Background: an optimization exercise with open tools, aiming at small area. Do not read the settings as production practice. In this exercise RTL edits were held to simulation tests only and were not proved equivalent to the original. No driver is modelled on the clock port, so clocking that relies on it looks cheaper here than on a real chip. Power figures rest on the tool's default switching activity, not on a simulated workload.

<file path="design/flow/design.v">
module drive_state_fsm #(
    parameter [31:0] EXCL_CLS   = 32'h0000_0064, EXCL_INST   = 32'h0000_0001, EXCL_ATTR   = 32'h0000_2000,
    parameter [31:0] CW_CLS     = 32'h0000_0064, CW_INST     = 32'h0000_0001, CW_ATTR     = 32'h0000_6040,
    parameter [31:0] SW_CLS     = 32'h0000_0064, SW_INST     = 32'h0000_0001, SW_ATTR     = 32'h0000_6041,
    parameter [31:0] OPMODE_CLS = 32'h0000_0064, OPMODE_INST = 32'h0000_0001, OPMODE_ATTR = 32'h0000_6060,
    parameter [31:0] JOG_CLS    = 32'h0000_0065, JOG_INST    = 32'h0000_0002, JOG_ATTR    = 32'h0000_2101,
    parameter [31:0] JOGVEL_CLS = 32'h0000_0065, JOGVEL_INST = 32'h0000_0002, JOGVEL_ATTR = 32'h0000_60FF,
    parameter [31:0] POLL_TICKS        = 32'd100,    
    parameter [31:0] RETRY_DELAY_TICKS = 32'd500
) (
    input  wire        clk,
    input  wire        rst,             
    input  wire        tick,
    input  wire        cmd_valid,
    input  wire [63:0] cmd_word,
    output wire        cmd_ready,
    output reg         done,
    output wire [3:0]  res_code,
    output reg  [3:0]  res_op,
    output reg  [7:0]  res_detail,
    output reg  [15:0] res_sw,
    output reg         res_sw_valid,
    output reg  [2:0]  phase,
    output wire        busy,
    output reg  [15:0] last_sw,
    output reg         last_sw_valid,
    output wire        alarm_stop_fail,
    output reg         req_valid,
    output reg         req_write,       
    output reg  [31:0] req_cls,
    output reg  [31:0] req_inst,
    output reg  [31:0] req_attr,
    output reg  [2:0]  req_len,         
    output reg  [31:0] req_data,        
    input  wire        rsp_valid,
    input  wire        rsp_ok,
    input  wire [1:0]  rsp_len,         
    input  wire [15:0] rsp_data         
);
    localparam [2:0] OP_NONE  = 3'd0, OP_CLAIM = 3'd1, OP_ENABLE = 3'd2, OP_DISABLE = 3'd3,
                     OP_TRIG  = 3'd4, OP_STOP  = 3'd5, OP_RDSTAT = 3'd6, OP_WAITB   = 3'd7;
    localparam [2:0] RC_OK = 3'd0, RC_TIMEOUT = 3'd1, RC_TRANSPORT = 3'd2,
                     RC_ENCODING = 3'd3, RC_PHASE = 3'd4, RC_ILLEGAL = 3'd5,
                     RC_ARG = 3'd6, RC_NONE = 3'd7;
    localparam [2:0] PH_IDLE = 3'd0, PH_CLAIMED = 3'd1, PH_RTSO = 3'd2,
                     PH_SWON = 3'd3, PH_OPEN = 3'd4, PH_RELEASED = 3'd5;
    reg  [2:0]  op;         
    reg         slp;        
    reg         enrd;       
    reg  [1:0]  k;          
    reg  [2:0]  aux;        
    reg  [7:0]  n;          
    reg  [31:0] W;          
    reg  [31:0] C;          
    reg  [8:0]  P;          
    reg         ld;         
    reg         Cov;        
    reg         stop_fail;
    reg  [2:0]  rc;
    assign busy            = (op != OP_NONE);
    assign cmd_ready       = ~busy;
    assign alarm_stop_fail = stop_fail;
    assign res_code        = {&rc, rc};
    wire [3:0] w_opc = cmd_word[3:0];
    wire z_hi = (cmd_word[63:32] == 32'd0);
    wire z_h  = (cmd_word[31:16] == 16'd0);
    wire z_b  = (cmd_word[15:8]  == 8'd0);
    wire z_z  = (cmd_word[7:4]   == 4'd0);
    reg  w_legal;
    always @(*) begin
        case (w_opc)
            4'd1:    w_legal = z_z && (cmd_word[15:9] == 7'd0);
            4'd2:    w_legal = z_z && z_b && z_h;
            4'd3,
            4'd5,
            4'd6:    w_legal = z_z && z_b && z_h && z_hi;
            4'd4:    w_legal = z_z && z_hi;
            4'd7:    w_legal = z_z && z_h && (cmd_word[15:13] == 3'd0);
            default: w_legal = 1'b0;
        endcase
    end
    wire accept = cmd_valid && !busy;
    wire rsp    = rsp_valid && busy && !slp;
    wire wake   = tick && slp && (&P);
    wire is_en   = (op == OP_ENABLE);
    wire wact    = (op == OP_WAITB) || (is_en && enrd);    
    wire rd_req  = wact || (op == OP_RDSTAT);              
    wire rd_sw   = rsp_ok && rsp_len[1];
    wire rd_enc  = rsp_ok && (rsp_len == 2'd1);
    wire [7:0] B      = C[23:16];
    wire [3:0] wb_sel = is_en ? {2'b00, n[1:0] - 2'd1} : {aux[1:0], k};
    wire       wb_tgt = is_en | aux[2];
    wire rd_match = rd_sw && (rsp_data[wb_sel] == wb_tgt);
    wire        ldnow = rsp && (op == OP_CLAIM) && (k == 2'd2);
    wire [31:0] Cm   = (ld | ldnow) ? ~W : C;
    reg  [32:0] cy;
    reg  [31:0] Cn;
    integer     i;
    always @(*) begin
        cy[0] = tick && wact;
        for (i = 0; i < 32; i = i + 1) begin
            Cn[i]   = Cm[i] ^ cy[i];
            cy[i+1] = Cm[i] & cy[i];
        end
    end
    wire        dl   = Cov | (&C[31:1]);    
    wire [2:0]  mask_n = rsp_ok ? n[2:0] : (n[2:0] | {k == 2'd3, k == 2'd2, k == 2'd1});
    reg         n_adv;      
    wire        n_up = n_adv && !(&n);
    reg  [8:0]  Pn;
    reg  [7:0]  n_inc;
    reg  [9:0]  pcy;
    reg  [8:0]  ncy;
    always @(*) begin
        pcy[0] = tick && slp;
        for (i = 0; i < 9; i = i + 1) begin
            Pn[i]    = P[i] ^ pcy[i];
            pcy[i+1] = P[i] & pcy[i];
        end
        ncy[0] = n_up;
        for (i = 0; i < 8; i = i + 1) begin
            n_inc[i] = n[i] ^ ncy[i];
            ncy[i+1] = n[i] & ncy[i];
        end
    end
    localparam [8:0] P_POLL  = 9'd0 - POLL_TICKS[8:0];
    localparam [8:0] P_RETRY = 9'd0 - RETRY_DELAY_TICKS[8:0];
    localparam [2:0] R_EXCL = 3'd0, R_CW = 3'd1, R_SW = 3'd2, R_OPMODE = 3'd3,
                     R_JOG = 3'd4, R_JOGVEL = 3'd5;
    reg [2:0] rsel;
    always @(*) begin
        req_write = 1'b1;
        req_len   = 3'd2;
        req_data  = 32'd0;
        rsel      = R_JOG;
        case (op)
            OP_CLAIM: begin
                if (k == 2'd1) begin
                    rsel = R_EXCL;   req_data = 32'd1;
                end else if (k == 2'd2) begin
                    rsel = R_OPMODE; req_data = {16'd0, ~C[15:0]};
                end else begin
                    rsel = R_JOGVEL; req_data = ~C; req_len = 3'd4;
                end
            end
            OP_ENABLE: begin
                if (enrd) begin
                    rsel = R_SW; req_write = 1'b0; req_len = 3'd0;
                end else begin
                    rsel = R_CW;
                    req_data = {28'd0, n[1:0] == 2'd3, 3'b110 | {2'b00, n[1:0] != 2'd1}};
                end
            end
            OP_DISABLE: rsel = (k == 2'd1) ? R_JOG : (k == 2'd2) ? R_CW : R_EXCL;
            OP_TRIG:    req_data = {16'd0, ~C[15:0]};
            OP_STOP:    ;
            default: begin
                rsel = R_SW; req_write = 1'b0; req_len = 3'd0;
            end
        endcase
        case (rsel)
            R_EXCL:   begin req_cls = EXCL_CLS;   req_inst = EXCL_INST;   req_attr = EXCL_ATTR;   end
            R_CW:     begin req_cls = CW_CLS;     req_inst = CW_INST;     req_attr = CW_ATTR;     end
            R_SW:     begin req_cls = SW_CLS;     req_inst = SW_INST;     req_attr = SW_ATTR;     end
            R_OPMODE: begin req_cls = OPMODE_CLS; req_inst = OPMODE_INST; req_attr = OPMODE_ATTR; end
            R_JOG:    begin req_cls = JOG_CLS;    req_inst = JOG_INST;    req_attr = JOG_ATTR;    end
            default:  begin req_cls = JOGVEL_CLS; req_inst = JOGVEL_INST; req_attr = JOGVEL_ATTR; end
        endcase
    end
    reg  [2:0]  op_n;
    reg         slp_n, enrd_n, ld_n, issue;
    reg  [1:0]  k_n;
    reg  [2:0]  aux_n;
    reg  [7:0]  n_n;
    reg  [2:0]  phase_n;
    reg         sf_n;
    reg         lswv_clr;
    reg         slp_ld, slp_retry;
    reg         fin;
    reg  [2:0]  f_rc;
    reg  [3:0]  f_op;
    reg         f_dz;        
    reg         f_cap;       
    wire        lsw_we  = rsp && rd_req && rd_sw;
    wire [15:0] lsw_n   = lsw_we ? rsp_data : last_sw;
    wire        lswv_n  = lsw_we | (last_sw_valid & ~lswv_clr);
    always @(*) begin
        op_n      = op;
        slp_n     = slp;
        enrd_n    = enrd;
        ld_n      = 1'b0;
        issue     = 1'b0;
        k_n       = k;
        aux_n     = aux;
        n_n       = n_inc;
        n_adv     = 1'b0;
        phase_n   = phase;
        sf_n      = stop_fail;
        lswv_clr  = 1'b0;
        slp_ld    = 1'b0;
        slp_retry = 1'b0;
        fin       = 1'b0;
        f_rc      = RC_OK;
        f_op      = {1'b0, op};
        f_dz      = 1'b0;
        f_cap     = 1'b0;
        if (accept) begin
            k_n     = (w_opc[2:0] == OP_WAITB) ? cmd_word[9:8] : 2'd1;
            aux_n   = {cmd_word[12] | (z_hi & ~cmd_word[0]), cmd_word[11],
                       cmd_word[10] | (cmd_word[8] & ~cmd_word[1])};
            n_n     = {7'd0, ~(cmd_word[0] & ~cmd_word[2])};
            f_dz    = 1'b1;
            enrd_n  = 1'b0;
            f_op    = w_opc;
            if (!w_legal) begin
                fin  = 1'b1;
                f_rc = RC_ILLEGAL;
            end else begin
                case (w_opc[2:0])
                    OP_CLAIM: begin
                        if (phase != PH_IDLE && phase != PH_RELEASED) begin
                            fin = 1'b1; f_rc = RC_PHASE;
                        end else begin
                            op_n = OP_CLAIM; issue = 1'b1;
                        end
                    end
                    OP_ENABLE: begin
                        if (phase != PH_CLAIMED && phase != PH_RTSO && phase != PH_SWON) begin
                            fin = 1'b1; f_rc = RC_PHASE;
                        end else begin
                            op_n = OP_ENABLE; issue = 1'b1;
                            phase_n  = PH_CLAIMED;
                            lswv_clr = 1'b1;
                        end
                    end
                    OP_TRIG: begin
                        if (phase != PH_OPEN) begin
                            fin = 1'b1; f_rc = RC_PHASE;
                        end else if (z_h || z_b) begin
                            fin = 1'b1; f_rc = RC_ARG;
                        end else begin
                            op_n = OP_TRIG; issue = 1'b1;
                        end
                    end
                    OP_RDSTAT: begin
                        op_n = OP_RDSTAT; issue = 1'b1; lswv_clr = 1'b1;
                    end
                    OP_WAITB: begin
                        lswv_clr = 1'b1;
                        if (z_hi) begin
                            fin = 1'b1; f_rc = RC_TIMEOUT; f_cap = 1'b1;
                        end else begin
                            op_n = OP_WAITB; issue = 1'b1; ld_n = 1'b1;
                        end
                    end
                    default: begin   
                        op_n = w_opc[2:0]; issue = 1'b1;
                    end
                endcase
            end
        end else if (rsp) begin
            case (op)
                OP_CLAIM: begin
                    n_n     = {5'd0, mask_n};
                    f_rc    = (mask_n == 3'd0) ? RC_OK : RC_TRANSPORT;
                    if (!rsp_ok && aux[0]) begin
                        fin = 1'b1;
                    end else if (k == 2'd3) begin
                        fin = 1'b1; phase_n = PH_CLAIMED;
                    end else begin
                        k_n = k + 2'd1; issue = 1'b1;
                    end
                end
                OP_DISABLE: begin
                    n_n     = {5'd0, mask_n};
                    f_rc    = (mask_n == 3'd0) ? RC_OK : RC_TRANSPORT;
                    if (k == 2'd1) sf_n = !rsp_ok;
                    if (k == 2'd3) begin
                        fin = 1'b1; phase_n = PH_RELEASED;
                    end else begin
                        k_n = k + 2'd1; issue = 1'b1;
                    end
                end
                OP_STOP: begin
                    f_dz = 1'b1;
                    sf_n = !rsp_ok;
                    fin  = 1'b1;
                    f_rc = rsp_ok ? RC_OK : RC_TRANSPORT;
                end
                OP_TRIG: begin
                    if (rsp_ok) begin
                        fin = 1'b1;
                    end else if (n == B) begin
                        fin = 1'b1; f_rc = RC_TRANSPORT;
                    end else begin
                        slp_n = 1'b1; slp_ld = 1'b1; slp_retry = 1'b1;
                    end
                end
                OP_RDSTAT: begin
                    f_dz  = 1'b1;
                    fin   = 1'b1;
                    f_cap = 1'b1;
                    f_rc  = rd_sw ? RC_OK : rd_enc ? RC_ENCODING : RC_TRANSPORT;
                end
                default: begin   
                    f_cap = 1'b1;
                    if (is_en && !enrd) begin
                        if (!rsp_ok) begin
                            fin = 1'b1; f_rc = RC_TRANSPORT;
                        end else begin
                            lswv_clr = 1'b1;
                            if (aux[2]) begin
                                fin = 1'b1; f_rc = RC_TIMEOUT;
                            end else begin
                                enrd_n = 1'b1; issue = 1'b1; ld_n = 1'b1;
                            end
                        end
                    end else begin
                        if (rd_enc) begin
                            fin = 1'b1; f_rc = RC_ENCODING;
                        end else if (rd_match) begin
                            if (is_en) begin
                                phase_n = {1'b0, n[1:0]} + 3'd1;
                                if (n[1:0] == 2'd3) begin
                                    fin = 1'b1; f_dz = 1'b1;
                                end else begin
                                    n_adv = 1'b1; enrd_n = 1'b0; issue = 1'b1;
                                end
                            end else begin
                                fin = 1'b1;
                            end
                        end else begin
                            slp_n = 1'b1; slp_ld = 1'b1;
                        end
                    end
                end
            endcase
        end else if (wake) begin
            slp_n = 1'b0;
            if (op == OP_TRIG) begin
                issue = 1'b1; n_adv = 1'b1;
            end else begin
                f_cap = 1'b1;
                if (dl) begin
                    fin = 1'b1; f_rc = RC_TIMEOUT;
                end else begin
                    issue = 1'b1; n_adv = !is_en;
                end
            end
        end
        if (fin) begin
            op_n  = OP_NONE;
            slp_n = 1'b0;
        end
    end
    always @(posedge clk) begin
        ld   <= ld_n;
        k    <= k_n;
        aux  <= aux_n;
        n    <= n_n;
        if (accept) begin
            W  <= cmd_word[63:32];
        end
        if (accept)
            C[23:0] <= {cmd_word[15:8], ~cmd_word[31:16]};
        else
            C <= Cn;
        Cov <= ~ld & (Cov | cy[32]);
        if (slp_ld)
            P <= slp_retry ? P_RETRY : P_POLL;
        else
            P <= Pn;
    end
    always @(posedge clk) begin
        if (rst) begin
            op            <= OP_NONE;
            slp           <= 1'b0;
            enrd          <= 1'b0;
            phase         <= PH_IDLE;
            stop_fail     <= 1'b0;
            last_sw       <= 16'd0;
            last_sw_valid <= 1'b0;
            rc            <= RC_NONE;
            res_op        <= 4'd0;
            res_detail    <= 8'd0;
            res_sw        <= 16'd0;
            res_sw_valid  <= 1'b0;
            done          <= 1'b0;
            req_valid     <= 1'b0;
        end else begin
            op            <= op_n;
            slp           <= slp_n;
            enrd          <= enrd_n;
            phase         <= phase_n;
            stop_fail     <= sf_n;
            last_sw       <= lsw_n;
            last_sw_valid <= lswv_n;
            done          <= fin;
            req_valid     <= issue;
            if (fin) begin
                rc           <= f_rc;
                res_op       <= f_op;
                res_detail   <= f_dz ? 8'd0 : n_n;
                res_sw       <= f_cap ? lsw_n : 16'd0;
                res_sw_valid <= f_cap & lswv_n;
            end
        end
    end
endmodule
</file>
<file path="design/flow/flow/run.sh">
#!/bin/bash
# Own layout flow: the standard flow (standard.sh, unchanged synthesis),
# with the port buffers made from the smallest buffer cell and a leaner clock tree.
set -euo pipefail
cat >> config.mk <<'EOC'
export BUFFER_PORTS_ARGS = -buffer_cell sky130_fd_sc_hd__buf_1
export CTS_ARGS = -sink_clustering_enable -repair_clock_nets -dont_use_dummy_load -buf_list sky130_fd_sc_hd__clkbuf_8
export SKIP_REPAIR_TIE_FANOUT = 1
export GPL_TIMING_DRIVEN = 0
EOC
bash standard.sh > standard.log 2>&1
</file>
<file path="design/flow/standard.sh">
#!/bin/bash
# synth_recipe.tcl (not shown) runs the flow's synth.tcl, then flattens the netlist and writes it again
# the make line also repeats each setting of config.mk as NAME=value (left out here)
make -C /OpenROAD-flow-scripts/flow DESIGN_CONFIG=/design/flow/config.mk WORK_HOME=/design/flow/orfs CLKGATE_MAP_FILE= SYNTH_SCRIPT=/design/flow/synth_recipe.tcl "${@:-finish}"
</file>
<file path="design/flow/config.mk">
export PLATFORM = sky130hd
export DESIGN_NAME = drive_state_fsm
export DESIGN_NICKNAME = drive_state_fsm
export VERILOG_FILES = /design/flow/design.v
export SDC_FILE = /design/flow/constraint.sdc
export NUM_CORES = 4
export LEC_CHECK = 0
export CAP_MARGIN = 20
export CORE_MARGIN = 2
export CORE_UTILIZATION = 40
export PLACE_DENSITY = 0.6
export SLEW_MARGIN = 20
export BUFFER_PORTS_ARGS = -buffer_cell sky130_fd_sc_hd__buf_1
export CTS_ARGS = -sink_clustering_enable -repair_clock_nets -dont_use_dummy_load -buf_list sky130_fd_sc_hd__clkbuf_8
export SKIP_REPAIR_TIE_FANOUT = 1
export GPL_TIMING_DRIVEN = 0
</file>
<file path="design/flow/constraint.sdc">
create_clock -name core_clock -period 10.0 [get_ports {clk}]
set_input_delay 2.0000 -clock core_clock [delete_from_list [all_inputs] [get_ports {clk}]]
set_output_delay 2.0000 -clock core_clock [all_outputs]
set_load 0.01 [all_outputs]
</file>
==> metrics.yaml, run 1 <==
status: "no timing/DRC/antenna violations"
crit_top_cell: "ha_1"
synth_warnings: 1
numCtsBuffers: 17
setup_violations: 0
finalWorstSetupSlack_ns: 0.382
dp_slack_ns: -0.212
ys_types: 72
cts-root-buf: "clkbuf_8"
slew_headroom_pct: 29.6
ioPinCount: 278
power_per_cell_area_mw_per_mm2: 120
crit_path_max_incr_delay_ns: 0.50
min_period_ns: 9.62
die_area_mm2: 0.0225
synth_area_mm2: 0.00855
sequentialPowerShare_pct: 56.1
crit_fanout: 10
final_common_cell: "buf_1"
drv_cap: 0
cts_num_sinks: 148
tightest_slew_ns: 1.05
rsz0062_at_grt: "no"
p_comb_share_pct: 14.0
p_sw_uw: 326
fin_nets: 1332
diodes: 0
yosys.area.top_type: "dfxtp_1"
fin_crit_sh_pct: 96.2
worstSetupPathType: "primary input to register"
fin_skew_ns: 0.0449
coreArea_mm2: 0.0210
synth-edff-count: 45
grt_start_max_net_pins: 81
grt_use_total_pct: 23.7
cts_buffer_depth: 2
postCtsSetupBuffers: 0
drive_gt1_share_pct: 11.3
postSynthCellCount: 979
critPathArrivalTime_ns: 9.86
insertion_delay_ns: 0.48
wl_mm: 27.5
yosysSeqAreaShare_pct: 39.9
p_leak_nw: 4.09
via_count: 7887
antenna_found_initial: 0
grt_pass1_wl_mm: 40.5
portBuffers: 191
synthToLayoutAreaGrowth_pct: 15.5
place_congestion: 0.975
fillCellCount: 2126
place_hpwl_mm: 21.5
report.final.hold_viol_count: 0
clk_pin_slew_ns: 0.10
synth_top_area_share_pct: 24.1
yosys-top-cells-area: "dfxtp_1, edfxtp_1, buf_4"
h-tree-depth: 4
cts_tree: "built"
hold_path.class: "register to register"
drtIter0Drc: 524
wire_per_inst_um: 18.8
async_flop_share_pct: 0
rows: 53
end_kind: "register"
ys.flop_type: "dfxtp_1"
dieHeight_um: 150
pwr-share-clk_pct: 29.9
clock.fmax_ghz: 0.104
grt-ovfl-total: 0
crit_slowest_cell: "clkbuf_1"
intPower_uw: 861
avgSynthCellArea_um2: 8.73
initial_core_util_pct: 40.7
drv_slew: 0
syn_nets: 1121
switching_share_pct: 27.5
ys_seq_elements: 148
cp.required_ns: 10.24
final_cell_mix: "buf_1, nor2_1, dfxtp_1"
start_kind: "primary input"
final_core_utilization_pct: 47.0
grt_pass1_vias: 7054
ir_drop_mv: 0.0697
drc: 0
ant_nets: 0
die_x_um: 150
vias_per_cell: 5.39
firstDrtPassIters: 8
[metal layers]
layer | up-vias | global-route usage [%] | part of all wire (%)
li1 | 3795 | - | -
met1 | 3684 | 32.3 | 45
met5 | - | 0 | 0
met4 | 0 | 7.59 | 2.3
met3 | 44 | 4.18 | 7.1
met2 | 364 | 38.1 | 46
[synthesized netlist by cell type (all sizes together) (3+ instances only)]
cell	number
nor2	125
buf	103
dfxtp	103
nand2	102
a21oi	62
o21ai	59
ha	53
edfxtp	45
clkbuf	39
o211ai	23
nor4	20
mux2i	19
nor2b	19
inv	18
nor3	17
nand4	13
and2	12
nand2b	12
mux2	11
a211oi	10
and3	10
nor3b	9
xnor2	9
nand3	7
a221oi	4
a31oi	4
o22ai	4
a211o	3
a21boi	3
a21o	3
o21a	3
o2bb2ai	3
o311ai	3
o31ai	3
or3	3
or4	3
xor2	3
[critical path, delay by kind of cell]
family                   cells  cell delay [ns]
AO/OA/AOI/OAI                2             0.38
adder cells (fa/ha/maj)     31             5.89
buffers and inverters        3             0.98
AND/OR/NAND/NOR              2             0.61
[worst paths after layout]
path	from	endpoint	slack, ns	cells past startpoint
max	rsp_valid	C[31]	0.38	38
min	ld	Cov	0.42	1
max reg2reg	op[1]	C[31]	1.23	40
min reg2reg	ld	Cov	0.42	1
[area by class of cell]
type | instances | area, um2 | share of cell area, %
multi-input cells | 670 | 4180 | 42.3
plain buffers | 142 | 886 | 8.97
clock buffers | 17 | 234 | 2.37
flip-flops and latches | 148 | 3410 | 34.6
repair buffers | 192 | 744 | 7.54
inverters | 19 | 71.3 | 0.723
well taps | 275 | 344 | 3.49
[state kept, by name, indices dropped and copies added (netlist names), 4 cells and up]
name and count:
C 32, W 32, res_op 4, last_sw 16, n 8, res_detail 8
P 9, res_sw 16
[timing repair]
action	CTS	global route
gates resized for setup	0	1
setup endpoints to repair	0	2
hold buffers	0	0
[power groups by stage]
| stage | combinational [mW] | sequential, mW | clock, mW |
|---|---|---|---|
| 4_1_cts | 0.164 | 0.666 | 0.357 |
| 6_report | 0.166 | 0.666 | 0.355 |
| 5_1_grt | 0.185 | 0.668 | 0.377 |
| 3_3_place_gp | 0.160 | 0.679 | 0 |
| 3_5_place_dp | 0.163 | 0.679 | 0 |
| 2_1_floorplan | 0.113 | 0.671 | 0 |
[logic make-up after synthesis]
family | count (synthesis) | synth area share (%)
AOI/OAI and AO/OA | 208 | 15.3
muxes | 32 | 4.20
and+or+nand+nor | 361 | 20.0
xor gates and xnor gates | 12 | 1.23
adders and majority gates | 55 | 8.11
buffers and inverters | 161 | 11.2
other | 2 | 0.0879
DFF | 148 | 39.9
[through the flow]
stage	instances	TNS [ns]	power [mW]	hold WS [ns]	cell area (um2)
finish	1463	0	1.19	0.419	9870
detailed placement	1446	-0.343	0.842	0.419	9640
CTS	1463	0	1.19	0.423	9870
floorplan	979	0	0.784	0.393	8550
global placement	1445	-0.355	0.840	0.409	9610
global route	1463	0	1.23	0.425	9870
==> run 2, diff against run 1 <==
--- a/design/flow/flow/run.sh
+++ b/design/flow/flow/run.sh
@@ -6,6 +6,5 @@
 export BUFFER_PORTS_ARGS = -buffer_cell sky130_fd_sc_hd__buf_1
 export CTS_ARGS = -sink_clustering_enable -repair_clock_nets -dont_use_dummy_load -buf_list sky130_fd_sc_hd__clkbuf_8
 export SKIP_REPAIR_TIE_FANOUT = 1
-export GPL_TIMING_DRIVEN = 0
 EOC
 bash standard.sh > standard.log 2>&1
--- a/design/flow/config.mk
+++ b/design/flow/config.mk
@@ -13,4 +13,3 @@
 export BUFFER_PORTS_ARGS = -buffer_cell sky130_fd_sc_hd__buf_1
 export CTS_ARGS = -sink_clustering_enable -repair_clock_nets -dont_use_dummy_load -buf_list sky130_fd_sc_hd__clkbuf_8
 export SKIP_REPAIR_TIE_FANOUT = 1
-export GPL_TIMING_DRIVEN = 0
==> metrics.yaml, run 2 <==
synth_area_mm2: 0.00855  # unchanged
synthToLayoutAreaGrowth_pct: 5.83  # was 15.5%
clock.fmax_ghz: 0.112  # was 0.104 GHz
hold_ws_ns: 0.448  # was 0.419 ns
synthTopCellsByCount: "nor2_1, dfxtp_1, nand2_1, buf_4, a21oi_1"  # unchanged
h-tree-depth: 4  # unchanged
setup_tns_ns: 0  # unchanged
firstDrtPassIters: 5  # was 8
cts-root-buf: "clkbuf_8"  # unchanged
crit_top_cell: "ha_1"  # unchanged
place_congestion: 0.906  # was 0.975
coreArea_mm2: 0.0210  # unchanged
synth_warnings: 1  # unchanged
ir_drop_mv: 0.0791  # was 0.0697 mV
dieHeight_um: 150  # unchanged
avgSynthCellArea_um2: 8.73  # unchanged
ant_nets: 0  # unchanged
slew_headroom_pct: 31.8  # was 29.6%
clk_pin_slew_ns: 0.07  # was 0.10 ns
cts_buffer_depth: 2  # unchanged
drv_cap: 0  # unchanged
power_per_cell_area_mw_per_mm2: 127  # was 120 mW/mm2
die_x_um: 150  # unchanged
worstSetupPathType: "primary input to register"  # unchanged
grt_start_max_net_pins: 81  # unchanged
setup_violations: 0  # unchanged
rsz0062_at_grt: "no"  # unchanged
min_period_ns: 8.96  # was 9.62 ns
fin_crit_sh_pct: 89.6  # was 96.2%
synth_top_area_share_pct: 24.1  # unchanged
grt_use_total_pct: 21.6  # was 23.7%
rows: 53  # unchanged
antenna_found_initial: 0  # unchanged
insertion_delay_ns: 0.45  # was 0.48 ns
ctsHoldBuffers: 0  # unchanged
postSynthCellCount: 979  # unchanged
fin_nets: 1201  # was 1332
ys_types: 72  # unchanged
final_core_utilization_pct: 43.0  # was 47.0%
crit_path_max_incr_delay_ns: 0.49  # was 0.50 ns
portBuffers: 193  # was 191
wire_per_inst_um: 18.5  # was 18.8 um
wl_mm: 24.7  # was 27.5 mm
synth.most_common_cell: "nor2_1"  # unchanged
grt_pass1_wl_mm: 37.5  # was 40.5 mm
p_leak_nw: 3.57  # was 4.09 nW
report.final.hold_viol_count: 0  # unchanged
ys_seq_elements: 148  # unchanged
drive_gt1_share_pct: 4.92  # was 11.3%
cp.required_ns: 10.19  # was 10.24 ns
p_total_mw: 1.15  # was 1.19 mW
via_count: 7194  # was 7887
async_flop_share_pct: 0  # unchanged
hold_path.class: "register to register"  # unchanged
yosys-top-cells-area: "dfxtp_1, edfxtp_1, buf_4"  # unchanged
syn_nets: 1121  # unchanged
drc: 0  # unchanged
end_kind: "register"  # unchanged
post_cts_resize_count: 0  # unchanged
wl_met2_mm: 11.8  # was 12.6 mm
critPathArrivalTime_ns: 9.15  # was 9.86 ns
status: "no timing/DRC/antenna violations"  # unchanged
ioPinCount: 278  # unchanged
drtIter0Drc: 567  # was 524
cts_tree: "built"  # unchanged
postCtsSetupBuffers: 0  # unchanged
crit_slowest_cell: "a31o_2"  # was clkbuf_1
final_common_cell: "buf_1"  # unchanged
wl_met1_mm: 11.2  # was 12.3 mm
crit_fanout: 23  # was 10
yosysSeqAreaShare_pct: 39.9  # unchanged
reg_top3: "C: 32 flops, W: 32 flops"  # unchanged
dr_wl_met3_mm: 1.17  # was 1.96 mm
drv_slew: 0  # unchanged
cts_num_sinks: 148  # unchanged
grt-ovfl-total: 0  # unchanged
start_kind: "primary input"  # unchanged
ys.flop_type: "dfxtp_1"  # unchanged
synth-edff-count: 45  # unchanged
vias_per_cell: 5.40  # was 5.39
final_cell_mix: "buf_1, nor2_1, dfxtp_1"  # unchanged
die_area_mm2: 0.0225  # unchanged
tightest_slew_ns: 1.02  # was 1.05 ns
numCtsBuffers: 17  # unchanged
yosys.area.top_type: "dfxtp_1"  # unchanged
fillCellCount: 2117  # was 2126
grt_pass1_vias: 6663  # was 7054
initial_core_util_pct: 40.7  # unchanged
diodes: 0  # unchanged
place_hpwl_mm: 18.8  # was 21.5 mm
fin_skew_ns: 0.0345  # was 0.0449 ns
top_layer_used: "met4"  # unchanged
==> run 2: cell counts after synthesis <==
Identical to the previous run, type by type.
==> run 2: cell families (layout without fill, tap and decap cells) <==
family / Yosys count / count (layout) / synth area share (%)
buf+inv: 161 / 239 / 11.2
flops: 148 / 148 / 39.9
mux: 32 / 32 / 4.20
fa+ha+maj: 55 / 55 / 8.11
xor+xnor: 12 / 12 / 1.23
compound gates: 208 / 208 / 15.3
simple gates: 361 / 361 / 20.0
other cells: 2 / 2 / 0.0879
==> run 2: cell type report <==
| cell class | instances | area, um2 | share of cell area, % |
|---|---|---|---|
| Timing Repair Buffer | 203 | 801 | 8.85 |
| Clock buffer | 17 | 234 | 2.59 |
| Inverter | 19 | 71.3 | 0.789 |
| Tap cell | 275 | 344 | 3.80 |
| Multi-Input combinational cell | 670 | 4180 | 46.2 |
| Sequential cell | 148 | 3410 | 37.7 |
==> run 2: worst max-delay path, delay by kind of cell <==
family                     cells  cell delay [ns]
AOI/OAI and AO/OA              2             0.62
adders and majority gates     32             5.97
buffers and inverters          1             0.08
and+or+nand+nor                2             0.47
==> run 2: final timing paths <==
| kind | from | end | slack [ns] | cells past startpoint |
|---|---|---|---|---|
| worst max-delay path | rsp_valid | C[31] | 1.04 | 37 |
| worst min-delay path | ld | Cov | 0.45 | 1 |
| worst max register to register | op[2] | C[31] | 1.60 | 36 |
| worst min register to register | ld | Cov | 0.45 | 1 |
==> run 2: stage by stage <==
step           worst slack (ns)  area, um2  instances
2_1_floorplan              1.07       8550        979
3_3_place_gp              0.749       8810       1315
6_report                   1.04       9040       1332
3_5_place_dp              0.631       8810       1315
5_1_grt                   0.704       9040       1332
4_1_cts                    1.09       9040       1332
==> run 2: where the power goes <==
part	switching, mW	total, mW	internal [mW]	leakage (nW)
logic	0.0889	0.134	0.0448	2.17
registers	0.0228	0.667	0.644	1.28
clock network	0.196	0.346	0.150	0.122
total	0.307	1.15	0.839	3.57
==> run 2: per-layer routing <==
layer  vias to the layer above  track usage [%]
met5                         -                0
met4                         0             6.84
met3                        49             3.97
met2                       243             35.0
met1                      3383             29.4
li1                       3519                -
==> run 3, diff against run 2 <==
--- a/design/flow/flow/run.sh
+++ b/design/flow/flow/run.sh
@@ -6,5 +6,6 @@
 export BUFFER_PORTS_ARGS = -buffer_cell sky130_fd_sc_hd__buf_1
 export CTS_ARGS = -sink_clustering_enable -repair_clock_nets -dont_use_dummy_load -buf_list sky130_fd_sc_hd__clkbuf_8
 export SKIP_REPAIR_TIE_FANOUT = 1
+
 EOC
 bash standard.sh > standard.log 2>&1
--- a/design/flow/config.mk
+++ b/design/flow/config.mk
@@ -7,9 +7,10 @@
 export LEC_CHECK = 0
 export CAP_MARGIN = 20
 export CORE_MARGIN = 2
-export CORE_UTILIZATION = 40
-export PLACE_DENSITY = 0.6
+export CORE_UTILIZATION = 60
+export PLACE_DENSITY = 0.75
 export SLEW_MARGIN = 20
 export BUFFER_PORTS_ARGS = -buffer_cell sky130_fd_sc_hd__buf_1
 export CTS_ARGS = -sink_clustering_enable -repair_clock_nets -dont_use_dummy_load -buf_list sky130_fd_sc_hd__clkbuf_8
 export SKIP_REPAIR_TIE_FANOUT = 1
+
==> metrics.yaml, run 3 <==
ant_nets: 0  # unchanged
drv_cap: 0  # unchanged
fin_crit_sh_pct: 89.8  # was 89.6%
power_per_cell_area_mw_per_mm2: 127  # about the same
dieHeight_um: 123  # was 150 um
die_x_um: 123  # was 150 um
diodes: 0  # unchanged
drive_gt1_share_pct: 4.92  # unchanged
cts_buffer_depth: 2  # unchanged
cp.required_ns: 10.19  # about the same
crit_path_max_incr_delay_ns: 0.29  # was 0.49 ns
antenna_found_initial: 0  # unchanged
grt-ovfl-total: 0  # unchanged
drtIter0Drc: 630  # was 567
setup_violations: 0  # unchanged
ys_types: 72  # unchanged
yosysSeqAreaShare_pct: 39.9  # unchanged
yosys-top-cells-area: "dfxtp_1, edfxtp_1, buf_4"  # unchanged
crit_slowest_cell: "buf_4"  # was a31o_2
crit_top_cell: "ha_1"  # unchanged
rsz0062_at_grt: "no"  # unchanged
ioPinCount: 278  # unchanged
fin_skew_ns: 0.0271  # was 0.0345 ns
slew_headroom_pct: 31.0  # was 31.8%
synth-edff-count: 45  # unchanged
final_core_utilization_pct: 64.3  # was 43.0%
synth.most_common_cell: "nor2_1"  # unchanged
start_kind: "primary input"  # unchanged
worstSetupPathType: "primary input to register"  # unchanged
grt_pass1_wl_mm: 34.8  # was 37.5 mm
reg_top3: "C: 32 flops, W: 32 flops"  # unchanged
fin_nets: 1201  # unchanged
status: "no timing/DRC/antenna violations"  # unchanged
portBuffers: 193  # unchanged
h-tree-depth: 4  # unchanged
grt_start_max_net_pins: 81  # unchanged
drc: 0  # unchanged
synth_area_mm2: 0.00855  # unchanged
clock.fmax_ghz: 0.111  # was 0.112 GHz
synth_top_area_share_pct: 24.1  # unchanged
ir_drop_mv: 0.109  # was 0.0791 mV
die_area_mm2: 0.0152  # was 0.0225 mm2
ctsHoldBuffers: 0  # unchanged
tightest_slew_ns: 1.03  # was 1.02 ns
report.final.hold_viol_count: 0  # unchanged
grt_pass1_vias: 6678  # was 6663
synthToLayoutAreaGrowth_pct: 4.44  # was 5.83%
end_kind: "register"  # unchanged
dp.cells: 1220  # was 1315
wl_mm: 23.0  # was 24.7 mm
insertion_delay_ns: 0.45  # about the same
postSynthCellCount: 979  # unchanged
min_period_ns: 8.98  # was 8.96 ns
p_total_mw: 1.14  # was 1.15 mW
coreArea_mm2: 0.0139  # was 0.0210 mm2
rows: 43  # was 53
place_hpwl_mm: 17.2  # was 18.8 mm
synthTopCellsByCount: "nor2_1, dfxtp_1, nand2_1, buf_4, a21oi_1"  # unchanged
final_cell_mix: "buf_1, nor2_1, dfxtp_1"  # unchanged
ys.flop_type: "dfxtp_1"  # unchanged
crit_fanout: 33  # was 23
firstDrtPassIters: 5  # unchanged
numCtsBuffers: 17  # unchanged
final_cells: 1237  # was 1332
yosys.area.top_type: "dfxtp_1"  # unchanged
finalWorstSetupSlack_ns: 1.02  # was 1.04 ns
place_congestion: 0.952  # was 0.906
setup_tns_ns: 0  # unchanged
cts_tree: "built"  # unchanged
wire_per_inst_um: 18.6  # was 18.5 um
p_leak_nw: 3.57  # about the same
via_count: 7357  # was 7194
final_common_cell: "buf_1"  # unchanged
post_cts_resize_count: 0  # unchanged
syn_nets: 1121  # unchanged
ys_seq_elements: 148  # unchanged
avgSynthCellArea_um2: 8.73  # unchanged
cts_num_sinks: 148  # unchanged
grt_use_total_pct: 30.1  # was 21.6%
postCtsSetupBuffers: 0  # unchanged
critPathArrivalTime_ns: 9.17  # was 9.15 ns
hold_path.class: "register to register"  # unchanged
drv_slew: 0  # unchanged
synth_warnings: 1  # unchanged
initial_core_util_pct: 61.6  # was 40.7%
dp_slack_ns: 0.673  # was 0.631 ns
vias_per_cell: 5.95  # was 5.40
cts-root-buf: "clkbuf_8"  # unchanged
clk_pin_slew_ns: 0.07  # about the same
async_flop_share_pct: 0  # unchanged
==> run 3: routing by layer <==
| layer | global-route usage, % | share of wire [%] | vias up | wire (um) |
|---|---|---|---|---|
| met5 | 0 | 0 | - | 0 |
| met4 | 8.52 | 1.9 | 0 | 429 |
| met3 | 8.35 | 9.2 | 35 | 2110 |
| met2 | 47.1 | 46 | 356 | 10600 |
| met1 | 41.0 | 43 | 3432 | 9890 |
| li1 | - | - | 3534 | - |
==> run 3: final timing paths <==
path,from,cells past startpoint,endpoint,slack (ns)
min reg2reg,ld,1,Cov,0.45
min,ld,1,Cov,0.45
max reg2reg,op[2],38,C[31],1.62
max,rsp_valid,38,C[31],1.02
==> run 3: stage by stage <==
stage	area, um2	hold WS (ns)
after floorplan	8550	0.393
after global placement	8690	0.421
after detailed placement	8690	0.430
after CTS	8920	0.444
after global routing	8920	0.476
final	8920	0.447
==> run 3: critical path: cells and delay by family <==
kind | cells | cell delay [ns]
adders and majority gates | 32 | 6.07
AOI/OAI and AO/OA | 2 | 0.33
and+or+nand+nor | 2 | 0.38
buffers and inverters | 2 | 0.37
==> run 3: power breakdown <==
part           switching, mW  internal [mW]
logic                 0.0881         0.0447
clock network          0.189          0.150
registers             0.0219          0.644
total                  0.299          0.839
==> run 3: cells by family after synthesis <==
group / count (synthesis) / share of synthesized area (%)
other: 2 / 0.0879
buffers and inverters: 161 / 11.2
AOI/OAI and AO/OA: 208 / 15.3
xor gates and xnor gates: 12 / 1.23
muxes: 32 / 4.20
adders and majority gates: 55 / 8.11
DFF: 148 / 39.9
and+or+nand+nor: 361 / 20.0
==> run 3: cell type report <==
class / count / area, um2
Timing Repair Buffer: 203 / 801
Multi-Input combinational cell: 670 / 4180
Tap cell: 180 / 225
Inverter: 19 / 71.3
Sequential cell: 148 / 3410
Fill cell: 1241 / 4960
Clock buffer: 17 / 234
==> run 4, diff against run 3 <==
==> design/flow/flow/run.sh (replaced) <==
#!/bin/bash
# Own layout flow: the standard flow (standard.sh, unchanged synthesis),
# with the port buffers made from the smallest buffer cell, one tie cell per
# constant value and a leaner clock tree.
set -euo pipefail
cat >> config.mk <<'EOC'
export BUFFER_PORTS_ARGS = -buffer_cell sky130_fd_sc_hd__buf_1
export SKIP_REPAIR_TIE_FANOUT = 1
export CTS_ARGS = -sink_clustering_enable -repair_clock_nets -dont_use_dummy_load -buf_list sky130_fd_sc_hd__clkbuf_16 -sink_clustering_size 40 -sink_clustering_max_diameter 150
EOC
bash standard.sh > standard.log 2>&1
==> design/flow/config.mk (replaced) <==
export PLATFORM = sky130hd
export DESIGN_NAME = drive_state_fsm
export DESIGN_NICKNAME = drive_state_fsm
export VERILOG_FILES = /design/flow/design.v
export SDC_FILE = /design/flow/constraint.sdc
export NUM_CORES = 4
export LEC_CHECK = 0
export CAP_MARGIN = 20
export CORE_MARGIN = 2
export CORE_UTILIZATION = 40
export PLACE_DENSITY = 0.6
export SLEW_MARGIN = 20
export BUFFER_PORTS_ARGS = -buffer_cell sky130_fd_sc_hd__buf_1
export SKIP_REPAIR_TIE_FANOUT = 1
export CTS_ARGS = -sink_clustering_enable -repair_clock_nets -dont_use_dummy_load -buf_list sky130_fd_sc_hd__clkbuf_16 -sink_clustering_size 40 -sink_clustering_max_diameter 150
==> metrics.yaml, run 4 <==
p_total_mw: 1.31  # was 1.14 mW
h-tree-depth: 4  # unchanged
synth-edff-count: 45  # unchanged
min_to: "Cov"  # unchanged
crit_top_cell: "ha_1"  # unchanged
cts-root-buf: "clkbuf_16"  # was clkbuf_8
synth_mux_area_share_pct: 4.20  # unchanged
ir_drop_mv: 0.106  # was 0.109 mV
place_congestion: 0.906  # was 0.952
post_cts_resize_count: 0  # unchanged
ys_types: 72  # unchanged
drc: 0  # unchanged
drv_slew: 0  # unchanged
synth_area_mm2: 0.00855  # unchanged
synth_top_area_share_pct: 24.1  # unchanged
report.final.hold_viol_count: 0  # unchanged
p_leak_nw: 3.66  # was 3.57 nW
synth_xor_xnor_area_share_pct: 1.23  # unchanged
portBuffers: 193  # unchanged
critPathArrivalTime_ns: 9.18  # was 9.17 ns
synth_compound_area_share_pct: 15.3  # unchanged
place_hpwl_mm: 18.8  # was 17.2 mm
grt-ovfl-total: 0  # unchanged
ant_nets: 0  # unchanged
grt_use_met2_pct: 35.2  # was 47.1%
numCtsBuffers: 17  # unchanged
clock.fmax_ghz: 0.111  # about the same
final_cell_mix: "buf_1, nor2_1, dfxtp_1"  # unchanged
crit_path_max_incr_delay_ns: 0.49  # was 0.29 ns
grt_start_max_net_pins: 81  # unchanged
crit_slowest_cell: "a31o_2"  # was buf_4
start_kind: "primary input"  # unchanged
fin_skew_ns: 0.0239  # was 0.0271 ns
reg2regPathDepth: 36  # was 38
cts_tree: "built"  # unchanged
synthTopCellsByCount: "nor2_1, dfxtp_1, nand2_1, buf_4, a21oi_1"  # unchanged
grt_use_met1_pct: 29.5  # was 41.0%
synth.most_common_cell: "nor2_1"  # unchanged
grt_pass1_wl_mm: 37.6  # was 34.8 mm
hold_ws_ns: 0.437  # was 0.447 ns
hp-start: "ld"  # unchanged
diodes: 0  # unchanged
coreArea_mm2: 0.0210  # was 0.0139 mm2
ioPinCount: 278  # unchanged
drtIter0Drc: 549  # was 630
die_area_mm2: 0.0225  # was 0.0152 mm2
insertion_delay_ns: 0.42  # was 0.45 ns
wl_mm: 24.8  # was 23.0 mm
ctsHoldBuffers: 0  # unchanged
use_met3_pct: 4.36  # was 8.35%
gr-max-usage-layer: "met2"  # unchanged
status: "no timing/DRC/antenna violations"  # unchanged
fin_nets: 1201  # unchanged
drive_gt1_share_pct: 4.92  # unchanged
synth-simple-area-share_pct: 20.0  # unchanged
end_kind: "register"  # unchanged
synthAdderAreaFrac_pct: 8.11  # unchanged
synth_top_family_by_area: "simple AND/OR/NAND/NOR gates"  # unchanged
crit_fanout: 23  # was 33
fin_crit_sh_pct: 90.1  # was 89.8%
path_buf_inv: 1  # was 2
cts_num_sinks: 148  # unchanged
setup_violations: 0  # unchanged
ys_seq_elements: 148  # unchanged
r2r_start: "op[2]"  # unchanged
worstReg2RegEnd: "C[31]"  # unchanged
postCtsSetupBuffers: 0  # unchanged
wire_per_inst_um: 18.6  # about the same
rows: 53  # was 43
cp.required_ns: 10.17  # was 10.19 ns
cp_top_family: "adder cells"  # unchanged
yosys-top-cells-area: "dfxtp_1, edfxtp_1, buf_4"  # unchanged
yosysSeqAreaShare_pct: 39.9  # unchanged
hold_path.class: "register to register"  # unchanged
setup_tns_ns: 0  # unchanged
initial_core_util_pct: 40.7  # was 61.6%
clk_pin_slew_ns: 0.05  # was 0.07 ns
postSynthCellCount: 979  # unchanged
cts_buffer_depth: 2  # unchanged
min_period_ns: 9.01  # was 8.98 ns
async_flop_share_pct: 0  # unchanged
yosys.area.top_type: "dfxtp_1"  # unchanged
via_count: 7184  # was 7357
r2r_slack_ns: 1.59  # was 1.62 ns
firstDrtPassIters: 5  # unchanged
hold_depth: 1  # unchanged
synth_warnings: 1  # unchanged
vias_per_cell: 5.39  # was 5.95
syn_nets: 1121  # unchanged
power_per_cell_area_mw_per_mm2: 142  # was 127 mW/mm2
slew_headroom_pct: 31.8  # was 31.0%
tightest_slew_ns: 1.02  # was 1.03 ns
ys.flop_type: "dfxtp_1"  # unchanged
die_x_um: 150  # was 123 um
antenna_found_initial: 0  # unchanged
rsz0062_at_grt: "no"  # unchanged
worstSetupPathType: "primary input to register"  # unchanged
avgSynthCellArea_um2: 8.73  # unchanged
synthToLayoutAreaGrowth_pct: 8.07  # was 4.44%
grt_use_total_pct: 21.7  # was 30.1%
dieHeight_um: 150  # was 123 um
drv_cap: 0  # unchanged
final_cells: 1332  # was 1237
reg_top3: "C: 32 flops, W: 32 flops"  # unchanged
grt_pass1_vias: 6665  # was 6678
dp.cells: 1315  # was 1220
final_common_cell: "buf_1"  # unchanged
## run 4: per-layer routing
layer,up-vias,routed length (um)
met3,43,1160
met4,0,435
met5,-,0
met1,3399,11300
met2,222,11900
li1,3520,-
## run 4: logic make-up after synthesis
family	Yosys count
multiplexers	32
AO/OA/AOI/OAI	208
flip-flops	148
AND/OR/NAND/NOR	361
other	2
adder cells (fa/ha/maj)	55
buffers and inverters	161
XOR/XNOR	12
## run 4: cell type report
class / instances / area [um2]
clock buffers: 17 / 425
fillers: 2093 / 11800
inverters: 19 / 71.3
multi-input cells: 670 / 4180
flip-flops and latches: 148 / 3410
well taps: 275 / 344
repair buffers: 203 / 801
## run 4: per-stage QoR
step	worst slack, ns	instance area [um2]	utilization [%]
2_1_floorplan	1.07	8550	-
3_3_place_gp	0.749	8810	41.9
3_5_place_dp	0.631	8810	41.9
4_1_cts	1.03	9240	43.9
5_1_grt	0.658	9240	43.9
6_report	0.991	9240	43.9
## run 4: power breakdown
group,total [mW],switching (mW),internal [mW],leakage [nW]
clock,0.510,0.217,0.294,0.209
combinational,0.134,0.0893,0.0448,2.17
sequential,0.668,0.0229,0.645,1.28
## run 4: worst max-delay path by stage
stage | slack, ns | cells after the start | start | to
3_3_place_gp | 0.75 | 37 | rsp_valid | C[31]
2_1_floorplan | 1.07 | 38 | rsp_valid | C[31]
3_5_place_dp | 0.63 | 37 | rsp_valid | C[31]
5_1_grt | 0.66 | 37 | rsp_valid | C[31]
4_1_cts | 1.03 | 37 | rsp_valid | C[31]
6_report | 0.99 | 37 | rsp_valid | C[31]
## run 4: worst register-to-register path: cells and delay by family (launching register included)
kind / cells / cell delay [ns]
fa+ha+maj: 32 / 5.98
flops: 1 / 0.96
simple gates: 2 / 0.63
compound gates: 2 / 0.62
==> run 5, diff against run 4 <==
--- a/design/flow/design.v
+++ b/design/flow/design.v
@@ -81,13 +81,14 @@
     end
     wire accept = cmd_valid && !busy;
     wire rsp    = rsp_valid && busy && !slp;
-    wire wake   = tick && slp && (&P);
+    wire wake;              
     wire is_en   = (op == OP_ENABLE);
     wire wact    = (op == OP_WAITB) || (is_en && enrd);    
     wire rd_req  = wact || (op == OP_RDSTAT);              
     wire rd_sw   = rsp_ok && rsp_len[1];
     wire rd_enc  = rsp_ok && (rsp_len == 2'd1);
-    wire [7:0] B      = C[23:16];
+    wire       trig_retry = wake && (op == OP_TRIG);
+    wire       last_att   = (C[23:17] == 7'h7F) && !C[16];
     wire [3:0] wb_sel = is_en ? {2'b00, n[1:0] - 2'd1} : {aux[1:0], k};
     wire       wb_tgt = is_en | aux[2];
     wire rd_match = rd_sw && (rsp_data[wb_sel] == wb_tgt);
@@ -100,7 +101,7 @@
         cy[0] = tick && wact;
         for (i = 0; i < 32; i = i + 1) begin
             Cn[i]   = Cm[i] ^ cy[i];
-            cy[i+1] = Cm[i] & cy[i];
+            cy[i+1] = (Cm[i] & cy[i]) | (i == 15 ? trig_retry : 1'b0);
         end
     end
     wire        dl   = Cov | (&C[31:1]);    
@@ -123,6 +124,7 @@
             ncy[i+1] = n[i] & ncy[i];
         end
     end
+    assign wake = pcy[9];
     localparam [8:0] P_POLL  = 9'd0 - POLL_TICKS[8:0];
     localparam [8:0] P_RETRY = 9'd0 - RETRY_DELAY_TICKS[8:0];
     localparam [2:0] R_EXCL = 3'd0, R_CW = 3'd1, R_SW = 3'd2, R_OPMODE = 3'd3,
@@ -290,7 +292,7 @@
                 OP_TRIG: begin
                     if (rsp_ok) begin
                         fin = 1'b1;
-                    end else if (n == B) begin
+                    end else if (last_att) begin
                         fin = 1'b1; f_rc = RC_TRANSPORT;
                     end else begin
                         slp_n = 1'b1; slp_ld = 1'b1; slp_retry = 1'b1;
@@ -361,10 +363,9 @@
         if (accept) begin
             W  <= cmd_word[63:32];
         end
+        C <= Cn;
         if (accept)
-            C[23:0] <= {cmd_word[15:8], ~cmd_word[31:16]};
-        else
-            C <= Cn;
+            C[23:0] <= ~{cmd_word[15:8], cmd_word[31:16]};
         Cov <= ~ld & (Cov | cy[32]);
         if (slp_ld)
             P <= slp_retry ? P_RETRY : P_POLL;
==> design/flow/flow/run.sh (replaced) <==
#!/bin/bash
# Own layout flow: the standard flow (standard.sh, unchanged synthesis) with
#  - port buffers made from the smallest buffer cell,
#  - constant output ports tied in small groups along the die edge, one tie
#    cell per group (pre_gpl.tcl), instead of one tie cell per port,
#  - a hand-built two-level clock tree (pre_cts.tcl): clk -> one root buffer ->
#    leaf buffers, each driving one region's flip-flops; TritonCTS is told to
#    leave those nets alone.
# Each tool's full output stays in orfs/logs/ (ORFS's own logs); make's output
# goes to standard.log.
set -euo pipefail
cat >> config.mk <<EOC
export BUFFER_PORTS_ARGS = -buffer_cell sky130_fd_sc_hd__buf_1
export SKIP_REPAIR_TIE_FANOUT = 1
export PRE_GLOBAL_PLACE_TCL = $PWD/flow/pre_gpl.tcl
export CTS_ARGS = -dont_use_dummy_load -buf_list sky130_fd_sc_hd__clkbuf_8
export PRE_CTS_TCL = $PWD/flow/pre_cts.tcl
EOC
bash standard.sh > standard.log 2>&1
==> design/flow/flow/pre_cts.tcl (new file) <==
# Hand-built clock tree, sourced by ORFS's cts.tcl before clock_tree_synthesis.
# clk -> root buffer -> NLEAF leaf buffers -> flip-flop clock pins. The sinks
# are cut into NLEAF regions of about equal size (columns by x, then rows by y)
# and each leaf buffer starts at its region's centroid; cts.tcl's detailed
# placement legalizes them. All paths have the same two buffers.
set nleaf 10
set leafcell sky130_fd_sc_hd__clkbuf_8
set rootcell sky130_fd_sc_hd__clkbuf_8

set block [ord::get_db_block]
set net [$block findNet clk]
set pts {}
foreach it [$net getITerms] {
  if {[[$it getMTerm] getName] == "CLK"} {
    set loc [[$it getInst] getLocation]
    lappend pts [list [lindex $loc 0] [lindex $loc 1] $it]
  }
}
set n [llength $pts]
set ncol [expr {int(round(sqrt($nleaf)))}]
set pts [lsort -integer -index 0 $pts]
set groups {}
set done 0
set gdone 0
for {set c 0} {$c < $ncol} {incr c} {
  set rows [expr {$nleaf / $ncol + ($c < $nleaf % $ncol ? 1 : 0)}]
  set upto [expr {int(round(double($n) * ($gdone + $rows) / $nleaf))}]
  set col [lsort -integer -index 1 [lrange $pts $done [expr {$upto - 1}]]]
  set m [llength $col]
  for {set r 0} {$r < $rows} {incr r} {
    set a [expr {int(round(double($m) * $r / $rows))}]
    set b [expr {int(round(double($m) * ($r + 1) / $rows)) - 1}]
    lappend groups [lrange $col $a $b]
  }
  set done $upto
  incr gdone $rows
}
set lmaster [[ord::get_db] findMaster $leafcell]
set rmaster [[ord::get_db] findMaster $rootcell]
set rootnet [odb::dbNet_create $block clknet_root]
$rootnet setSigType CLOCK
set skip [list clknet_root]
set i 0
set sx 0
set sy 0
foreach g $groups {
  set x 0
  set y 0
  foreach p $g {
    incr x [lindex $p 0]
    incr y [lindex $p 1]
  }
  set x [expr {$x / [llength $g]}]
  set y [expr {$y / [llength $g]}]
  incr sx $x
  incr sy $y
  set buf [odb::dbInst_create $block $lmaster clkleaf_$i]
  $buf setLocation $x $y
  $buf setPlacementStatus PLACED
  set lnet [odb::dbNet_create $block clknet_leaf_$i]
  $lnet setSigType CLOCK
  foreach p $g {
    set it [lindex $p 2]
    $it disconnect
    $it connect $lnet
  }
  [$buf findITerm X] connect $lnet
  [$buf findITerm A] connect $rootnet
  lappend skip clknet_leaf_$i
  incr i
}
set root [odb::dbInst_create $block $rmaster clkroot]
$root setLocation [expr {$sx / $i}] [expr {$sy / $i}]
$root setPlacementStatus PLACED
[$root findITerm X] connect $rootnet
[$root findITerm A] connect $net
puts "pre_cts.tcl: hand-built clock tree, $n sinks, $i leaf buffers ($leafcell), root $rootcell"
set_cts_config -skip_nets $skip
==> design/flow/flow/pre_gpl.tcl (new file) <==
# Constant outputs: synthesis leaves one tie cell per constant value. Give each
# run of up to $tie_group neighbouring output ports (in order around the die)
# its own tie cell, so no tie net spans the whole die. Sourced by ORFS's
# global_place.tcl after the ports are placed; the buffers synthesis put between
# the tie cells and the ports are removed first (as global_place.tcl does next).
set tie_group 6
remove_buffers
set block [ord::get_db_block]
set die [$block getDieArea]
set dw [$die dx]
set dh [$die dy]
proc perim_pos {bt dw dh} {
  set bb [$bt getBBox]
  set x [expr {([$bb xMin] + [$bb xMax]) / 2}]
  set y [expr {([$bb yMin] + [$bb yMax]) / 2}]
  set d [list $y [expr {$dw - $x}] [expr {$dh - $y}] $x]
  set m [lindex [lsort -integer $d] 0]
  if {$m == [lindex $d 0]} { return $x }
  if {$m == [lindex $d 1]} { return [expr {$dw + $y}] }
  if {$m == [lindex $d 2]} { return [expr {$dw + $dh + $dw - $x}] }
  return [expr {2 * $dw + $dh + $dh - $y}]
}
set k 0
foreach inst [$block getInsts] {
  set master [$inst getMaster]
  if {[$master getName] ne "sky130_fd_sc_hd__conb_1"} { continue }
  foreach pin {HI LO} {
    set it [$inst findITerm $pin]
    set net [$it getNet]
    if {$net eq "NULL"} { continue }
    set bts {}
    foreach bt [$net getBTerms] { lappend bts [list [perim_pos $bt $dw $dh] $bt] }
    if {[llength $bts] <= $tie_group} { continue }
    set bts [lsort -integer -index 0 $bts]
    set first 1
    for {set i 0} {$i < [llength $bts]} {incr i $tie_group} {
      set grp [lrange $bts $i [expr {$i + $tie_group - 1}]]
      if {$first} { set first 0; continue }
      set t [odb::dbInst_create $block $master "tie_split_$k"]
      set nn [odb::dbNet_create $block "tie_split_net_$k"]
      foreach p $grp {
        set bt [lindex $p 1]
        $bt disconnect
        $bt connect $nn
      }
      [$t findITerm $pin] connect $nn
      incr k
    }
  }
}
puts "pre_gpl.tcl: $k extra tie cells for constant output ports"
==> design/flow/config.mk (replaced) <==
export PLATFORM = sky130hd
export DESIGN_NAME = drive_state_fsm
export DESIGN_NICKNAME = drive_state_fsm
export VERILOG_FILES = /design/flow/design.v
export SDC_FILE = /design/flow/constraint.sdc
export NUM_CORES = 4
export LEC_CHECK = 0
export CAP_MARGIN = 0
export CORE_MARGIN = 2
export CORE_UTILIZATION = 40
export PLACE_DENSITY = 0.6
export SLEW_MARGIN = 0
export BUFFER_PORTS_ARGS = -buffer_cell sky130_fd_sc_hd__buf_1
export SKIP_REPAIR_TIE_FANOUT = 1
export PRE_GLOBAL_PLACE_TCL = /design/flow/flow/pre_gpl.tcl
export CTS_ARGS = -dont_use_dummy_load -buf_list sky130_fd_sc_hd__clkbuf_8
export PRE_CTS_TCL = /design/flow/flow/pre_cts.tcl
==> metrics.yaml, run 5 <==
start_kind: "primary input"  # unchanged
wire_per_inst_um: 17.9  # was 18.6 um
synth-edff-count: 37  # was 45
post_cts_resize_count: 0  # unchanged
fillCellCount: 2120  # was 2093
firstDrtPassIters: 6  # was 5
report.final.hold_viol_count: 0  # unchanged
die_x_um: 148  # was 150 um
portBuffers: 193  # unchanged
p_leak_nw: 3.64  # was 3.66 nW
tightest_slew_ns: 1.16  # was 1.02 ns
via_count: 6857  # was 7184
pwr-share-clk_pct: 26.9  # was 38.9%
status: "no timing/DRC/antenna violations"  # unchanged
yosys.area.top_type: "dfxtp_1"  # unchanged
crit_fanout: 24  # was 23
drtIter0Drc: 496  # was 549
clock.fmax_ghz: 0.113  # was 0.111 GHz
grt_start_max_net_pins: 63  # was 81
p_sw_uw: 286  # was 329 uW
p_total_mw: 1.06  # was 1.31 mW
sequentialPowerShare_pct: 61.7  # was 50.9%
clk_pin_slew_ns: 0.10  # was 0.05 ns
place_congestion: 0.944  # was 0.906
slew_headroom_pct: 22.3  # was 31.8%
ctsHoldBuffers: 0  # unchanged
synth_top_area_share_pct: 26.8  # was 24.1%
final_core_utilization_pct: 43.0  # was 43.9%
wl_mm: 23.0  # was 24.8 mm
initial_core_util_pct: 40.8  # was 40.7%
postCtsSetupBuffers: 0  # unchanged
rows: 52  # was 53
postSynthCellCount: 920  # was 979
synthTopCellsByCount: "nor2_1, dfxtp_1, buf_4, nand2_1, a21oi_1"  # was nor2_1, dfxtp_1, nand2_1, buf_4, a21oi_1
final_cell_mix: "buf_1, nor2_1, dfxtp_1"  # unchanged
ioPinCount: 278  # unchanged
power_per_cell_area_mw_per_mm2: 122  # was 142 mW/mm2
drv_slew: 0  # unchanged
crit_slowest_cell: "a31o_2"  # unchanged
vias_per_cell: 5.35  # was 5.39
switching_share_pct: 27.0  # was 25.0%
synth_area_mm2: 0.00828  # was 0.00855 mm2
fin_crit_sh_pct: 88.9  # was 90.1%
hold_path.class: "register to register"  # unchanged
async_flop_share_pct: 0  # unchanged
ys_seq_elements: 148  # unchanged
antenna_found_initial: 1  # was 0
syn_nets: 1063  # was 1121
cp.required_ns: 10.33  # was 10.17 ns
ys_types: 77  # was 72
fin_nets: 1155  # was 1201
yosysSeqAreaShare_pct: 40.3  # was 39.9%
setup_tns_ns: 0  # unchanged
synth.most_common_cell: "nor2_1"  # unchanged
grt_pass1_vias: 6440  # was 6665
ys.flop_type: "dfxtp_1"  # unchanged
end_kind: "register"  # unchanged
die_area_mm2: 0.0219  # was 0.0225 mm2
drc: 0  # unchanged
grt-ovfl-total: 0  # unchanged
ant_nets: 0  # unchanged
fin_skew_ns: 0.00962  # was 0.0239 ns
place_hpwl_mm: 17.6  # was 18.8 mm
synthToLayoutAreaGrowth_pct: 5.35  # was 8.07%
multi_input_area_mm2: 0.00404  # was 0.00418 mm2
worstSetupPathType: "primary input to register"  # unchanged
crit_path_max_incr_delay_ns: 0.46  # was 0.49 ns
synth_warnings: 1  # unchanged
drv_cap: 0  # unchanged
ir_drop_mv: 0.0870  # was 0.106 mV
coreArea_mm2: 0.0203  # was 0.0210 mm2
p_comb_share_pct: 11.3  # was 10.2%
yosys-top-cells-area: "dfxtp_1, edfxtp_1, buf_4"  # unchanged
crit_top_cell: "ha_1"  # unchanged
setup_violations: 0  # unchanged
final_common_cell: "buf_1"  # unchanged
min_period_ns: 8.89  # was 9.01 ns
reg_top3: "C: 32 flops, W: 32 flops"  # unchanged
grt_use_total_pct: 19.9  # was 21.7%
avgSynthCellArea_um2: 9.00  # was 8.73 um2
grt_pass1_wl_mm: 35.1  # was 37.6 mm
seq_area_mm2: 0.00333  # was 0.00341 mm2
insertion_delay_ns: 0.43  # was 0.42 ns
drive_gt1_share_pct: 4.16  # was 4.92%
rsz0062_at_grt: "no"  # unchanged
dieHeight_um: 148  # was 150 um
critPathArrivalTime_ns: 9.21  # was 9.18 ns
intPower_uw: 775  # was 984 uW
==> run 5: cell count changes in the layout (fill, tap and decap cells not counted), sizes merged, moves of 7 or more <==
cell and delta:
xnor2 -7, clkbuf -7, a31o +9, a22o +16
conb +13, nor2b -9, mux2 -7, edfxtp -8
and3 -8, dfxtp +8, o211ai -19, nand2 -28
o21ai -8
==> run 5: per-stage QoR <==
step / setup slack, ns / hold slack (ns) / instance area, um2 / cells
global route: 0.772 / 0.502 / 8720 / 1281
floorplan: 0.761 / 0.393 / 8280 / 920
CTS: 0.659 / 0.461 / 8720 / 1280
global placement: 0.834 / 0.452 / 8570 / 1269
finish: 1.11 / 0.473 / 8720 / 1281
detailed placement: 0.668 / 0.449 / 8570 / 1269
==> run 5: worst paths after layout <==
path,startpoint,endpoint,slack [ns],cells after the start
setup / recovery,rsp_valid,Cov,1.11,40
hold / removal,res_detail[0],res_detail[0],0.47,2
setup reg to reg,op[2],Cov,1.55,41
hold reg to reg,res_detail[0],res_detail[0],0.47,2
==> run 5: power by group through the flow <==
stage	clock network, mW	registers (mW)	logic [mW]
CTS	0.203	0.670	0.119
finish	0.286	0.656	0.120
global route	0.317	0.659	0.136
global placement	0	0.669	0.118
detailed placement	0	0.669	0.119
floorplan	0	0.662	0.103
==> run 5: cell families (layout without fill, tap and decap cells) <==
family          count (synthesis)  after routing  synth area share [%]
mux                            28             28                  3.45
other cells                     2             16                0.0907
fa+ha+maj                      55             55                  8.40
simple gates                  318            318                  18.5
flops                         148            148                  40.3
compound gates                211            211                  17.3
buf+inv                       154            231                  11.5
xor+xnor                        4              4                 0.423
==> run 5: cell type report <==
cell class	instances	area share, %
Antenna cell	1	0.0287
Buffer	11	1.74
Inverter	19	0.818
Multi-Input combinational cell	631	46.3
Sequential cell	148	38.2
Tap cell	270	3.87
Timing Repair Buffer	201	9.00
==> run 5: critical path, delay by kind of cell <==
family          cells  cell delay, ns
fa+ha+maj          32            5.90
compound gates      3            0.75
simple gates        3            0.30
buf+inv             2            0.29
==> run 5: per-layer routing <==
metal | track usage, % | vias to the layer above | wire length, um
met2 | 32.3 | 268 | 10300
met5 | 0 | - | 0
met3 | 2.50 | 36 | 1810
met1 | 28.4 | 3189 | 10300
met4 | 4.52 | 0 | 578
li1 | - | 3364 | -

port drivers added, routing unchanged:
No port has a modelled driver above. Below, the same layouts with a new extraction and two added sets of constraints.
Step 1, drivers: a clkbuf_16 drives clk and a buf_2 each remaining input, both assumed.
Step 2 also shifts input and output timing later by t, the mid clock arrival at the registers, as if the neighbouring blocks saw the same clock.
a / b / c = no drivers / after step 1 / after step 2; a / b = the first two.
| run | t, ns | setup WS [ns] | worst hold slack (ns) | pins driven straight from the clock port |
|---|---|---|---|---|
| run 1 | 0.496 | 0.382 / 0.372 / -0.124 | 0.419 / 0.419 / 0.419 | 1 |
| run 2 | 0.477 | 1.041 / 1.033 / 0.556 | 0.448 / 0.448 / 0.448 | 1 |
| run 3 | 0.476 | 1.018 / 1.013 / 0.537 | 0.447 / 0.447 / 0.447 | 1 |
| run 4 | 0.459 | 0.991 / 0.984 / 0.525 | 0.437 / 0.437 / 0.437 | 1 |
| run 5 | 0.468 | 1.113 / 1.082 / 0.614 | 0.473 / 0.473 / 0.473 | 1 |
Met with ideal ports but missed after step 2: setup timing in run 1. For run 1, which loses most, drivers alone change the setup slack by -0.010 ns; drivers and shift together by -0.506 ns.
